Background: an optimization exercise with open tools, aiming at small area, a short achievable clock period and few clock cycles. Do not read the settings as production practice.
Function was checked by simulation only, so behaviour that the tests miss may differ from the original.
Power is estimated from default activity; no workload was simulated.

### design/flow/config.mk
export PLATFORM = sky130hd
export DESIGN_NAME = pll_solver
export DESIGN_NICKNAME = pll_solver
export VERILOG_FILES = /design/flow/design.v
export SDC_FILE = /design/flow/constraint.sdc
export NUM_CORES = 4
export LEC_CHECK = 0
export CAP_MARGIN = 20
export CORE_MARGIN = 2
export CORE_UTILIZATION = 40
export SLEW_MARGIN = 20
### design/flow/constraint.sdc
create_clock -name core_clock -period 200.0 [get_ports {clk}]
set_input_delay 40.0000 -clock core_clock [delete_from_list [all_inputs] [get_ports {clk}]]
set_output_delay 40.0000 -clock core_clock [all_outputs]
set_load 0.01 [all_outputs]
### design/flow/design.v
module pll_solver (
    input  wire        clk,
    input  wire        rst,
    input  wire        start,
    input  wire [31:0] pclk,
    input  wire [31:0] refclk,
    input  wire [7:0]  dpi_lanes,
    input  wire [7:0]  dsi_lanes,
    input  wire [15:0] hsw,
    input  wire [15:0] hbp,
    input  wire [15:0] vsw,
    input  wire [15:0] vbp,
    output wire        ready,
    output reg         done,
    output reg  [2:0]  err,
    output reg         valid,
    output reg  [8:0]  fbd,
    output reg  [3:0]  prd,
    output reg  [1:0]  frs,
    output reg  [31:0] pll_freq,
    output reg  [31:0] bitclk,
    output reg  [31:0] target,
    output reg  [31:0] hsync,
    output reg  [16:0] vsync
);
    localparam [2:0] ERR_NONE         = 3'd0;
    localparam [2:0] ERR_OUT_OF_RANGE = 3'd1;
    localparam [2:0] ERR_NO_SOLUTION  = 3'd2;
    localparam [2:0] ERR_BAD_CONFIG   = 3'd4;
    localparam [42:0] FRS_LIMIT0 = 43'd1000000000;
    localparam [42:0] FRS_LIMIT1 = 43'd500000000;
    localparam [42:0] FRS_LIMIT2 = 43'd250000000;
    localparam [42:0] FRS_LIMIT3 = 43'd125000000;
    localparam [42:0] FRS_LIMIT4 = 43'd62500000;
    localparam [2:0] S_IDLE   = 3'd0;
    localparam [2:0] S_TDIV   = 3'd1;
    localparam [2:0] S_RANGE  = 3'd2;
    localparam [2:0] S_SEARCH = 3'd3;
    localparam [2:0] S_DDIV   = 3'd4;
    localparam [2:0] S_FINISH = 3'd5;
    reg [2:0] state;
    assign ready = (state == S_IDLE);
    reg [31:0] c_pclk;
    reg [31:0] c_refclk;
    reg [7:0]  c_dsi;
    reg [16:0] c_hsum;
    reg [16:0] c_vsum;
    reg [63:0] dv_quo;       
    reg [31:0] dv_rem;
    reg [31:0] dv_den;
    reg [6:0]  dv_cnt;
    wire [32:0] dv_shift = {dv_rem[31:0], dv_quo[63]};
    wire        dv_ge    = (dv_shift >= {1'b0, dv_den});
    wire [31:0] dv_next  = dv_ge ? (dv_shift[31:0] - dv_den) : dv_shift[31:0];
    reg  [42:0] tgt;
    wire [42:0] tgt_next = {dv_quo[39:0], 3'b000};
    reg  [42:0] lo;
    reg  [42:0] hi;
    reg  [1:0]  s_frs;
    reg  [3:0]  s_prd;
    reg  [8:0]  s_fbd;
    reg         found;
    reg  [8:0]  best_fbd;
    reg  [3:0]  best_prd;
    reg  [31:0] best_pll;
    reg  [42:0] best_d;
    wire [9:0]  fbd_p1  = {1'b0, s_fbd} + 10'd1;
    wire [41:0] prod    = {10'd0, c_refclk} * {32'd0, fbd_p1};
    wire [7:0]  divisor = ({4'd0, s_prd} + 8'd1) << s_frs;
    wire [41:0] cand    = prod / {34'd0, divisor};
    wire        in_brk  = ({1'b0, cand} >= lo) && ({1'b0, cand} < hi);
    wire [42:0] d       = ({1'b0, cand} >= tgt) ? ({1'b0, cand} - tgt)
                                                : (tgt - {1'b0, cand});
    wire        better  = in_brk && (!found || d < best_d);
    wire        exact   = in_brk && (d == 43'd0);
    wire        last    = (s_prd == 4'd15) && (s_fbd == 9'd511);
    wire        cfg_ok  = (pclk != 32'd0) && (refclk != 32'd0) &&
                          (dpi_lanes != 8'd0) && (dsi_lanes != 8'd0);
    always @(posedge clk) begin
        if (rst) begin
            state    <= S_IDLE;
            done     <= 1'b0;
            err      <= ERR_NONE;
            valid    <= 1'b0;
            fbd      <= 9'd0;
            prd      <= 4'd0;
            frs      <= 2'd0;
            pll_freq <= 32'd0;
            bitclk   <= 32'd0;
            target   <= 32'd0;
            hsync    <= 32'd0;
            vsync    <= 17'd0;
        end else begin
            done <= 1'b0;
            case (state)
                S_IDLE: begin
                    if (start) begin
                        if (!cfg_ok) begin
                            err  <= ERR_BAD_CONFIG;
                            done <= 1'b1;
                        end else begin
                            valid    <= 1'b0;
                            c_pclk   <= pclk;
                            c_refclk <= refclk;
                            c_dsi    <= dsi_lanes;
                            c_hsum   <= {1'b0, hsw} + {1'b0, hbp};
                            c_vsum   <= {1'b0, vsw} + {1'b0, vbp};
                            dv_quo   <= {24'd0, pclk * {32'd0, dpi_lanes}};
                            dv_rem   <= 32'd0;
                            dv_den   <= {21'd0, dsi_lanes, 3'b000};
                            dv_cnt   <= 7'd0;
                            state    <= S_TDIV;
                        end
                    end
                end
                S_TDIV: begin
                    dv_rem <= dv_next;
                    dv_quo <= {dv_quo[62:0], dv_ge};
                    dv_cnt <= dv_cnt + 7'd1;
                    if (dv_cnt == 7'd63)
                        state <= S_RANGE;
                end
                S_RANGE: begin
                    tgt    <= tgt_next;
                    target <= (tgt_next[42:32] != 11'd0) ? 32'hFFFFFFFF
                                                         : tgt_next[31:0];
                    s_prd  <= 4'd0;
                    s_fbd  <= 9'd0;
                    found  <= 1'b0;
                    best_d <= 43'd0;
                    state  <= S_SEARCH;
                    if (tgt_next < FRS_LIMIT0 && tgt_next >= FRS_LIMIT1) begin
                        s_frs <= 2'd0; lo <= FRS_LIMIT1; hi <= FRS_LIMIT0;
                    end else if (tgt_next < FRS_LIMIT1 && tgt_next >= FRS_LIMIT2) begin
                        s_frs <= 2'd1; lo <= FRS_LIMIT2; hi <= FRS_LIMIT1;
                    end else if (tgt_next < FRS_LIMIT2 && tgt_next >= FRS_LIMIT3) begin
                        s_frs <= 2'd2; lo <= FRS_LIMIT3; hi <= FRS_LIMIT2;
                    end else if (tgt_next < FRS_LIMIT3 && tgt_next >= FRS_LIMIT4) begin
                        s_frs <= 2'd3; lo <= FRS_LIMIT4; hi <= FRS_LIMIT3;
                    end else begin
                        err   <= ERR_OUT_OF_RANGE;
                        done  <= 1'b1;
                        state <= S_IDLE;
                    end
                end
                S_SEARCH: begin
                    if (better) begin
                        found    <= 1'b1;
                        best_fbd <= s_fbd;
                        best_prd <= s_prd;
                        best_pll <= cand[31:0];
                        best_d   <= d;
                    end
                    if (exact || last) begin
                        state <= S_FINISH;
                    end else begin
                        s_fbd <= s_fbd + 9'd1;
                        if (s_fbd == 9'd511)
                            s_prd <= s_prd + 4'd1;
                    end
                end
                S_FINISH: begin
                    if (!found) begin
                        err   <= ERR_NO_SOLUTION;
                        done  <= 1'b1;
                        state <= S_IDLE;
                    end else begin
                        fbd      <= best_fbd;
                        prd      <= best_prd;
                        frs      <= s_frs;
                        pll_freq <= best_pll;
                        bitclk   <= {1'b0, best_pll[31:1]};
                        dv_quo   <= c_hsum * {32'd0, best_pll[31:3]} * {56'd0, c_dsi};
                        dv_rem   <= 32'd0;
                        dv_den   <= c_pclk;
                        dv_cnt   <= 7'd0;
                        state    <= S_DDIV;
                    end
                end
                S_DDIV: begin
                    dv_rem <= dv_next;
                    dv_quo <= {dv_quo[62:0], dv_ge};
                    dv_cnt <= dv_cnt + 7'd1;
                    if (dv_cnt == 7'd63) begin
                        hsync <= {dv_quo[30:0], dv_ge};
                        vsync <= c_vsum;
                        valid <= 1'b1;
                        err   <= ERR_NONE;
                        done  <= 1'b1;
                        state <= S_IDLE;
                    end
                end
                default: state <= S_IDLE;
            endcase
        end
    end
endmodule
### design/flow/run.sh
#!/bin/bash
# synth_recipe.tcl (not shown) runs the flow's synth.tcl, then flattens the netlist and writes it again
# the make line also repeats each setting of config.mk as NAME=value (left out here)
make -C /OpenROAD-flow-scripts/flow DESIGN_CONFIG=/design/flow/config.mk WORK_HOME=/design/flow/orfs CLKGATE_MAP_FILE= SYNTH_SCRIPT=/design/flow/synth_recipe.tcl finish
==> flow_summary.yaml <==
power:
  sequentialPowerShare: 0.001
  powerSeq_w: 0.000265
  internal_power_w: 0.09181
  total_leakage_power_nw: 48.73
  comb_power_w: 0.254
  peakVddDrop_v: 0.003701
  power_switching_share: 0.6390
  share_clk_of_total_power: 0.001
  power_switching_w: 0.1625
  power.density_mw_per_mm2: 2262
  power_frac_comb: 0.998
  power_dissipated_in_the_clock_network_w: 0.000133
  power_top_consumer: "combinational logic"
  finalPower_w: 0.2543
setup_path:
  reg2reg_depth: 633
  critical_path.top_delay_family: "compound AO/OA/AOI/OAI gates"
  timing.rr.start: "s_fbd[4]"
  critPathMaxStageDelay_ns: 0.96
  ff2ff_setup_slack_ns: 47.45
  cp_slowest_cell: "ha_1"
  timing.setup.critical_path_class: "reg2reg"
  critPathBufInv: 57
  critPathCapture: "best_d[31]"
  worstPathRequired_ns: 200.30
  critPathArrivalTime_ns: 152.86
  crit_path_end_kind: "register"
  worst_setup_path_startpoint: "s_fbd[4]"
  cp_num_cells: 633
  worst-path-max-fanout: 44
  critPathMostFrequentCell: "o21a_1"
  timing.rr.end: "best_d[31]"
  worst_setup_path_start_kind: "register"
timing:
  min_period_ns: 152.55
  setup-violations-final: 0
  hold_viol: 0
  grt_setup_unrepaired: "false"
  slew_viol_final: 0
  timing.slew.headroom: 0.2433
  worst_clock_skew_ns: 0.06721
  tcrit_tclk_final: 0.7628
  fmax_ghz: 0.006555
  tightest_slew_ns: 1.127
  worst_hold_slack_ns: 0.4545
  setup_tns_ns: 0
grt:
  number_of_global_route_vias_before_repair: 91160
  combined_global_route_utilization_of_all_metal_layers: 0.2595
  maximum_number_of_pins_on_one_net_before_global_route_repair: 73
  grt_remaining_overflow: 0
  grt_pass1_wl_mm: 541.7
  antenna_found_initial: 12
routing:
  detail_route.wl_per_cell_um: 21.67
  wirelength_mm: 345.4
  detail_route.drc_violations: 0
  detailroute.via_count: 91460
  drt.antenna.violating_nets: 0
  number_of_drc_markers_in_iteration_0: 7402
  vias_per_cell: 5.738
  detailedRoute.firstPassIterationCount: 8
clock_tree:
  ctsHtreeMaxLevel: 3
  cts.repair.resized: 0
  tritoncts: "yes"
  ctsRootBufferMaster: "clkbuf_16"
  tritoncts.num_buffers: 68
  post-cts-setup-buffers: 0
  cts_buffer_depth: 3
  clk_slew_on_worst_s_h_paths_ns: 0.06
  tritoncts_num_sinks: 532
  hold_buf_cts: 0
  clkLatencyLatePin_ns: 0.72
placement:
  globalplace.congestion: 0.9819
  dpl-instance-area_mm2: 0.1101
  place_hpwl_mm: 273.1
  io_buffer_count: 311
die:
  floorplan.rows: 187
  coreArea_mm2: 0.2592
  die-width_um: 514.1
  ios: 313
  area_of_the_die_mm2: 0.2643
  floorplan.initialDensity: 0.4015
  chipHeight_um: 514.1
yosys:
  count_of_distinct_cell_types_in_the_synthesized_netlist: 174
  synthDominantAreaCellType: "fa_1"
  synth_cells: 12530
  synth.top_cell.area_share: 0.2096
  synth.cell_area_mm2: 0.1041
  ys_async_sr_fraction: 0
  yosysWarnings: 1
  postSynthRegisterBits: 532
  edff_count_synth: 398
  synth_sequential_area_ratio: 0.1406
  synth_area_per_cell_um2: 8.307
  ys_top_cells_by_area: "fa_1 (21%), edfxtp_1 (11%), ha_1 (11%), nand2_1 (5.7%), inv_1 (4.9%)"
  dominantRegCellSynth: "edfxtp_1"
  net_count_after_synthesis: 14650
worst_hold_path:
  min_from: "hsync[29]"
  min_delay_path_depth: 2
  holdPathEnd: "hsync[29]"
  worst_hold_path_type: "reg2reg"
cells_and_area:
  final_layout_size_suffix_gt1_frac: 0.05673
  n_fill_cell: 25940
  fin_area_mm2: 0.1124
  area_growth_syn_to_layout_pct: 8.026
  nNetsFinal: 14600
outcome:
  status: "no timing/DRC/antenna violations"
flow_run:
  max_cap_violations: 0
-- layout make-up --
cell class,instances,area (um2),share of cell area
multi-input combinational,10020,81650,0.7261
antenna,4,10.01,0.00008902
inverter,1396,5263,0.04680
timing repair buffer,467,4270,0.03798
clock buffer,84,1877,0.01669
sequential,532,14630,0.1301
tap,3402,4257,0.03785
clock inverter,38,485.5,0.004317
-- synth_stat cells (237+ instances only) --
cell,instances
inv_1,1364
a21o_1,257
fa_1,1090
a21oi_1,755
o21a_1,237
edfxtp_1,398
nor3_1,396
nand2_1,1580
and2_1,613
nor2_1,769
ha_1,877
xnor2_1,379
o21ai_0,325
clkbuf_1,392
-- per-layer routing --
metal | track usage | wire (um) | vias up
li1 | - | - | 42810
met1 | 0.3524 | 151100 | 45040
met2 | 0.4202 | 157100 | 3068
met3 | 0.03932 | 24690 | 536
met4 | 0.08736 | 12450 | 8
met5 | 0 | 55 | -
-- flip-flops by register name, indices dropped and copies added, names as in the netlist, 14 cells and up --
| signal | cells |
|---|---|
| best_d | 43 |
| best_pll | 32 |
| c_hsum | 17 |
| c_pclk | 32 |
| c_refclk | 32 |
| c_vsum | 17 |
| dv_den | 32 |
| dv_quo | 64 |
| dv_rem | 32 |
| hsync | 32 |
| lo | 14 |
| pll_freq | 32 |
| target | 30 |
| tgt | 40 |
| vsync | 17 |
-- kinds of logic (layout without fill, tap and decap cells) --
logic type,count (synthesis),in the layout,share of synthesized area
AOI/OAI and AO/OA,2708,2708,0.1799
xor gates and xnor gates,586,586,0.04945
adders and majority gates,1973,1973,0.3156
buffers and inverters,1982,1985,0.07669
DFF,532,532,0.1406
muxes,127,127,0.01340
other,1,5,0.00003603
and+or+nand+nor,4622,4622,0.2243
-- cell usage in the layout, fill, tap and decap left out, types with 59 or more instances in the layout --
cell	count
dfxtp_1	134
nor4_1	99
o21bai_1	154
a31oi_1	67
edfxtp_1	398
a21o_1	256
and2_1	613
nor2b_1	162
nor3_1	394
nor2_1	765
nand4_1	145
o211ai_1	59
clkdlybuf4s50_1	307
fa_1	1090
buf_4	156
a21oi_1	754
xnor2_1	375
or3_1	73
and3_1	109
ha_1	877
a211oi_1	66
nand3_1	168
clkbuf_16	72
xor2_1	202
nand2b_1	135
nand2_1	1576
inv_1	1364
o21ai_0	325
o31ai_1	120
o21a_1	237
-- metrics by stage --
stage / std cells / utilization / worst slack [ns]
after global routing: 15940 / 0.4337 / 33.14
after detailed placement: 15810 / 0.4246 / 50.24
after global placement: 15810 / 0.4246 / 54.30
final: 15940 / 0.4338 / 47.45
after CTS: 15940 / 0.4337 / 49.56
after floorplan: 12530 / - / 65.77
Testbench counts, summed over its fixed seeds: cycles 1,356,678.

==> port drivers added, routing unchanged <==
Ports are ideal in the flow. The routed layout listed here was re-timed in OpenROAD. Step 1, drivers: a clkbuf_16 drives clk and a buf_2 each remaining input, both assumed. Step 2 adds t to the input delays and takes it off the output delays; t is the mean of the earliest and latest rising clock arrival at the registers after step 1. Input paths then give back, and output paths get back, about the clock's delay inside the block. Three values: ideal, step 1, step 2; two values: the first two.
shift t [ns]: 0.770
setup WS [ns]: 47.447 / 47.447 / 47.447
worst hold slack (ns): 0.454 / 0.454 / 0.454
worst register clock-pin slew, ns: 0.07 / 0.07
worst data-port slew with drivers (ns): 0.09
After both steps setup and hold are still met in this run. The setup slack of this run moves by 0.000 ns with the drivers and by 0.000 ns with both steps.
